Source: an optimization exercise on an open RTL-to-GDS flow (aim: small area). Production flows keep margins and buffers that such runs may drop. The RTL was checked by simulation tests, not by an equivalence proof against the original design. The clock port is modelled as an ideal driver; clocking choices that lean on that would not hold on a real chip. Power is estimated from default activity; no workload was simulated.

==> v33 <==
## drive_state_fsm
module drive_state_fsm #(
    parameter [31:0] EXCL_CLS   = 32'h0000_0064, EXCL_INST   = 32'h0000_0001, EXCL_ATTR   = 32'h0000_2000,
    parameter [31:0] CW_CLS     = 32'h0000_0064, CW_INST     = 32'h0000_0001, CW_ATTR     = 32'h0000_6040,
    parameter [31:0] SW_CLS     = 32'h0000_0064, SW_INST     = 32'h0000_0001, SW_ATTR     = 32'h0000_6041,
    parameter [31:0] OPMODE_CLS = 32'h0000_0064, OPMODE_INST = 32'h0000_0001, OPMODE_ATTR = 32'h0000_6060,
    parameter [31:0] JOG_CLS    = 32'h0000_0065, JOG_INST    = 32'h0000_0002, JOG_ATTR    = 32'h0000_2101,
    parameter [31:0] JOGVEL_CLS = 32'h0000_0065, JOGVEL_INST = 32'h0000_0002, JOGVEL_ATTR = 32'h0000_60FF,
    parameter [31:0] POLL_TICKS        = 32'd100,    
    parameter [31:0] RETRY_DELAY_TICKS = 32'd500
) (
    input  wire        clk,
    input  wire        rst,             
    input  wire        tick,
    input  wire        cmd_valid,
    input  wire [63:0] cmd_word,
    output wire        cmd_ready,
  ...
Settings: LEC_CHECK=0, CAP_MARGIN=0, CORE_MARGIN=2, CORE_UTILIZATION=40, PLACE_DENSITY=0.6, SLEW_MARGIN=0, BUFFER_PORTS_ARGS=-buffer_cell sky130_fd_sc_hd__buf_1, SKIP_REPAIR_TIE_FANOUT=1, PRE_GLOBAL_PLACE_TCL=/design/flow/flow/pre_gpl.tcl, CTS_ARGS=-dont_use_dummy_load -buf_list sky130_fd_sc_hd__clkbuf_8, PRE_CTS_TCL=/design/flow/flow/pre_cts.tcl; clock period 10.0 ns.
standard.sh (not shown) runs the stock make flow with config.mk's settings and CLKGATE_MAP_FILE= SYNTH_SCRIPT=/design/flow/synth_recipe.tcl, a recipe that flattens the netlist after the stock synthesis.
==> flow/flow/run.sh <==
#!/bin/bash
# Own layout flow: the standard flow (standard.sh, unchanged synthesis) with
#  - port buffers made from the smallest buffer cell,
#  - constant output ports tied in small groups along the die edge, one tie
#    cell per group (pre_gpl.tcl), instead of one tie cell per port,
#  - a hand-built two-level clock tree (pre_cts.tcl): clk -> one root buffer ->
#    leaf buffers, each driving one region's flip-flops; TritonCTS is told to
#    leave those nets alone.
# Each tool's full output stays in orfs/logs/ (ORFS's own logs); make's output
# goes to standard.log.
set -euo pipefail
cat >> config.mk <<EOC
export BUFFER_PORTS_ARGS = -buffer_cell sky130_fd_sc_hd__buf_1
export SKIP_REPAIR_TIE_FANOUT = 1
export PRE_GLOBAL_PLACE_TCL = $PWD/flow/pre_gpl.tcl
export CTS_ARGS = -dont_use_dummy_load -buf_list sky130_fd_sc_hd__clkbuf_8
export PRE_CTS_TCL = $PWD/flow/pre_cts.tcl
EOC
bash standard.sh > standard.log 2>&1
==> flow/flow/pre_gpl.tcl <==
# Constant outputs: synthesis leaves one tie cell per constant value. Give each
# run of up to $tie_group neighbouring output ports (in order around the die)
# its own tie cell, so no tie net spans the whole die. Sourced by ORFS's
# global_place.tcl after the ports are placed; the buffers synthesis put between
# the tie cells and the ports are removed first (as global_place.tcl does next).
set tie_group 6
remove_buffers
set block [ord::get_db_block]
set die [$block getDieArea]
set dw [$die dx]
set dh [$die dy]
proc perim_pos {bt dw dh} {
  set bb [$bt getBBox]
  set x [expr {([$bb xMin] + [$bb xMax]) / 2}]
  set y [expr {([$bb yMin] + [$bb yMax]) / 2}]
  set d [list $y [expr {$dw - $x}] [expr {$dh - $y}] $x]
  set m [lindex [lsort -integer $d] 0]
  if {$m == [lindex $d 0]} { return $x }
  if {$m == [lindex $d 1]} { return [expr {$dw + $y}] }
  if {$m == [lindex $d 2]} { return [expr {$dw + $dh + $dw - $x}] }
  return [expr {2 * $dw + $dh + $dh - $y}]
}
set k 0
foreach inst [$block getInsts] {
  set master [$inst getMaster]
  if {[$master getName] ne "sky130_fd_sc_hd__conb_1"} { continue }
  foreach pin {HI LO} {
    set it [$inst findITerm $pin]
    set net [$it getNet]
    if {$net eq "NULL"} { continue }
    set bts {}
    foreach bt [$net getBTerms] { lappend bts [list [perim_pos $bt $dw $dh] $bt] }
    if {[llength $bts] <= $tie_group} { continue }
    set bts [lsort -integer -index 0 $bts]
    set first 1
    for {set i 0} {$i < [llength $bts]} {incr i $tie_group} {
      set grp [lrange $bts $i [expr {$i + $tie_group - 1}]]
      if {$first} { set first 0; continue }
      set t [odb::dbInst_create $block $master "tie_split_$k"]
      set nn [odb::dbNet_create $block "tie_split_net_$k"]
      foreach p $grp {
        set bt [lindex $p 1]
        $bt disconnect
        $bt connect $nn
      }
      [$t findITerm $pin] connect $nn
      incr k
    }
  }
}
puts "pre_gpl.tcl: $k extra tie cells for constant output ports"
Other scripts of this flow, unchanged in this note and not shown: flow/flow/pre_cts.tcl
==> v9 (differences from v33) <==
==> flow/flow/run.sh (replaced) <==
#!/bin/bash
# Own layout flow: the standard flow (standard.sh, unchanged synthesis) with
#  - port buffers made from the smallest buffer cell,
#  - a hand-built two-level clock tree (pre_cts.tcl): clk -> one root buffer ->
#    leaf buffers, each driving one region's flip-flops; TritonCTS is told to
#    leave those nets alone.
# Each tool's full output stays in orfs/logs/ (ORFS's own logs); make's output
# goes to standard.log.
set -euo pipefail
cat >> config.mk <<EOC
export BUFFER_PORTS_ARGS = -buffer_cell sky130_fd_sc_hd__buf_1
export CTS_ARGS = -dont_use_dummy_load -buf_list sky130_fd_sc_hd__clkbuf_8
export PRE_CTS_TCL = $PWD/flow/pre_cts.tcl
EOC
bash standard.sh > standard.log 2>&1
CAP_MARGIN = 20   (was 0)
PRE_GLOBAL_PLACE_TCL = unset   (was /design/flow/flow/pre_gpl.tcl)
SKIP_REPAIR_TIE_FANOUT = unset   (was 1)
SLEW_MARGIN = 20   (was 0)
removed: flow/flow/pre_gpl.tcl
==> qor summary <==
Status: v33 finished clean; v9 finished clean
CP Data Arrival Time: v33 9210 ps; v9 9010 ps
GPL Wtd Cong: v33 0.944; v9 0.932
HPWL after DPL: v33 17.6 mm; v9 17.7 mm
Global-route track usage on met2: v33 32.3%; v9 31.7%
Routed metal-1 wire length: v33 10.3 mm; v9 10.5 mm
Setup slack of the worst register-to-register path: v33 1550 ps; v9 1740 ps
Static leakage: v33 3.64 nW; v9 3.86 nW
Pin count of the biggest net entering global routing: v33 63; v9 64
Number of combinational gates with multiple inputs: v33 631; v9 700
Power drawn by the combinational cells: v33 0.120 mW; v9 0.121 mW
Tightest Pin Transition: v33 1160 ps; v9 1010 ps
Area occupied by multi-input gates: v33 4040 um2; v9 4300 um2
Antenna violations before repair: v33 1; v9 0
Critical path depth: v33 40; v9 39
Fraction of area in registers: v33 38.2%; v9 37.1%
Achievable frequency: v33 113 MHz; v9 115 MHz
Clock group power: v33 0.286 mW; v9 0.285 mW
Internal Dissipation: v33 0.775 mW; v9 0.775 mW
Number of cells traversed by the worst hold path: v33 2; v9 1

-- re-timing with driven ports --
The flow's constraints put no driver on any port. The routed layouts listed below were extracted and timed again, unchanged, in two steps. Step 1 assumes that a clkbuf_16 drives the clock port and a buf_2 every other input. Step 2 also shifts input and output timing later by t, the mid clock arrival at the registers, as if the neighbouring blocks saw the same clock. Three values: ideal, step 1, step 2; two values: the first two.
run	t (ns)	slack for setup (ns)	worst setup path at the end	clock arrival spread, ns
v33	0.468	1.113 / 1.082 / 0.614	input to register	0.010 / 0.010
v9	0.468	1.328 / 1.320 / 0.852	input to register	0.009 / 0.009
After both steps setup and hold are still met in every run listed. The setup slack of v33, which loses most, moves by -0.031 ns with the drivers and by -0.499 ns with both steps.
